This design comes from an exercise in tuning for small area, a short achievable clock period and few clock cycles per item on the open sky130 flow, not from production work.
Function was checked by simulation only, so behaviour that the tests miss may differ from the original.
Power is estimated from default activity; no workload was simulated.

Setup of run A:
## sha512_core
module sha512_core (
    input  wire         clk,
    input  wire         rst,           
    input  wire         word_valid,
    input  wire [63:0]  word,
    input  wire         first,
    output wire         word_ready,
    output reg          digest_valid,
    output wire [511:0] digest
);
    localparam [80*64-1:0] K_TABLE = {
        64'h6c44198c4a475817,
        64'h5fcb6fab3ad6faec,
        64'h597f299cfc657e2a,
        64'h4cc5d4becb3e42b6,   
        64'h431d67c49c100d4c,
        64'h3c9ebe0a15c9bebc,
        64'h32caab7b40c72493,
        64'h28db77f523047d84,   
        64'h1b710b35131c471b,
        64'h113f9804bef90dae,
        64'h0a637dc5a2c898a6,
        64'h06f067aa72176fba,   
        64'hf57d4f7fee6ed178,
        64'heada7dd6cde0eb1e,
        64'hd186b8c721c0c207,
        64'hca273eceea26619c,   
        64'hc67178f2e372532b,
        64'hbef9a3f7b2c67915,
        64'ha4506cebde82bde9,
        64'h90befffa23631e28,   
        64'h8cc702081a6439ec,
        64'h84c87814a1f0ab72,
        64'h78a5636f43172f60,
        64'h748f82ee5defb2fc,   
        64'h682e6ff3d6b2b8a3,
        64'h5b9cca4f7763e373,
        64'h4ed8aa4ae3418acb,
        64'h391c0cb3c5c95a63,   
        64'h34b0bcb5e19b48a8,
        64'h2748774cdf8eeb99,
        64'h1e376c085141ab53,
        64'h19a4c116b8d2d0c8,   
        64'h106aa07032bbd1b8,
        64'hf40e35855771202a,
        64'hd69906245565a910,
        64'hd192e819d6ef5218,   
        64'hc76c51a30654be30,
        64'hc24b8b70d0f89791,
        64'ha81a664bbc423001,
        64'ha2bfe8a14cf10364,   
        64'h92722c851482353b,
        64'h81c2c92e47edaee6,
        64'h766a0abb3c77b2a8,
        64'h650a73548baf63de,   
        64'h53380d139d95b3df,
        64'h4d2c6dfc5ac42aed,
        64'h2e1b21385c26c926,
        64'h27b70a8546d22ffc,   
        64'h142929670a0e6e70,
        64'h06ca6351e003826f,
        64'hd5a79147930aa725,
        64'hc6e00bf33da88fc2,   
        64'hbf597fc7beef0ee4,
        64'hb00327c898fb213f,
        64'ha831c66d2db43210,
        64'h983e5152ee66dfab,   
        64'h76f988da831153b5,
        64'h5cb0a9dcbd41fbd4,
        64'h4a7484aa6ea6e483,
        64'h2de92c6f592b0275,   
  ...
Size in the first run: roughly 9200 cells after synthesis, ~2200 flip-flops, about 0.11 sq mm of cells after synthesis.
clock: 12.0 ns
lec_check: 0
cap_margin: 20
core_margin: 2
core_utilization: 55
setup_slack_margin: 5
slew_margin: 20
synth_memory_max_bits: 16384
run.sh (not shown) runs the stock make flow with config.mk's settings and CLKGATE_MAP_FILE= SYNTH_SCRIPT=/design/flow/synth_recipe.tcl, a recipe that flattens the netlist after the stock synthesis.
Testbench counts of run A, summed over its fixed seeds: cycles 15,688, blocks 192.
Input changes introduced in run B (baseline for comparison: run A):
Settings: an added CTS_CLUSTER_DIAMETER of 80; an added CTS_CLUSTER_SIZE of 20.
==> results.txt <==
Any difference in number of buffers other than clock buffers in the final layout between run A and run B is small enough to ignore.
Share of cell area taken by multi-input logic gates in run B is 0.85 points above run A.
Side by side, number of diodes turned out lower in run B than in run A.
Summary: clock skew, run B better than run A
In the reports for run B and run A, the smaller sequential fraction of total cell area belongs to run A.
Summary of the comparison: part of the power in registers is higher in run B, relative to run A.
Setup changes, run B to run C
Settings: SETUP_SLACK_MARGIN now 7, was 5; CTS_CLUSTER_DIAMETER no longer set, was 80; CTS_CLUSTER_SIZE no longer set, was 20.
==> flow/flow/run.sh (new file) <==
#!/bin/bash
set -u
cp config.mk config_my.mk.txt
grep -v '^export SETUP_SLACK_MARGIN' config_my.mk.txt > config.mk
echo 'export SETUP_SLACK_MARGIN = 7' >> config.mk
bash standard.sh > standard.log 2>&1
==> flow/standard.sh (new file) <==
#!/bin/bash
# synth_recipe.tcl (not shown) runs the flow's synth.tcl, then flattens the netlist and writes it again
# the make line also repeats each setting of config.mk as NAME=value (left out here)
make -C /OpenROAD-flow-scripts/flow DESIGN_CONFIG=/design/flow/config.mk WORK_HOME=/design/flow/orfs CLKGATE_MAP_FILE= SYNTH_SCRIPT=/design/flow/synth_recipe.tcl "${@:-finish}"
removed: flow/run.sh
## What came out
- Run C ran to completion and came out clean on the timing, design-rule and antenna checks.
- The number of antenna violations at the first check in global routing reported for run C is greater than that of run B by 13.
- Run B → run C: cell area now sits higher; areal power density over the cells now sits higher; global-route usage now sits higher.
- Run C ended with less share of the cycle needed by the critical path after routing than run B.
- Starting density of the core: run B vs run C identical
- On routed length on met1: between run B and run C, it ends up lower for run B.
#### Input delta (run D over run C)
Settings: putting CTS_CLUSTER_SIZE at 20 where nothing was set; putting CTS_CLUSTER_DIAMETER at 80 where nothing was set.
==> comparison <==
- Run D reached the final stage; the timing, design-rule and antenna checks on its layout passed.
- Diff run C -> run D: non-clock buffer count moved up; routed metal-1 wire length shows a reduction of 1.4%; global-route usage over all layers fell by 0.88 points.

[static timing again, ports no longer ideal]
No port has a modelled driver above. Below, the same layouts with a new extraction and two added sets of constraints.
Step 1, drivers: a clkbuf_16 drives clk and a buf_2 each remaining input, both assumed.
Step 2 times the ports against the registers' clock, not the clock port: input delays grow and output delays shrink by t, the midpoint of the rising clock arrivals with the driver on.
Slacks: no drivers / after step 1 / after step 2; pairs: no drivers / after step 1.
run	t, ns	setup WS [ns]	hold slack, ns	cell pins on the clock port's net
run A	0.977	5.047 / 5.047 / 4.495	0.389 / 0.389 / 0.389	1
run B	0.970	5.065 / 5.065 / 4.509	0.380 / 0.380 / 0.380	1
run C	0.993	6.645 / 6.645 / 6.169	0.372 / 0.372 / 0.372	1
run D	0.945	6.677 / 6.677 / 6.182	0.399 / 0.399 / 0.399	1
After both steps every run listed still meets setup and hold. The setup slack of run B, which loses most, moves by 0.000 ns with the drivers and by -0.556 ns with both steps.
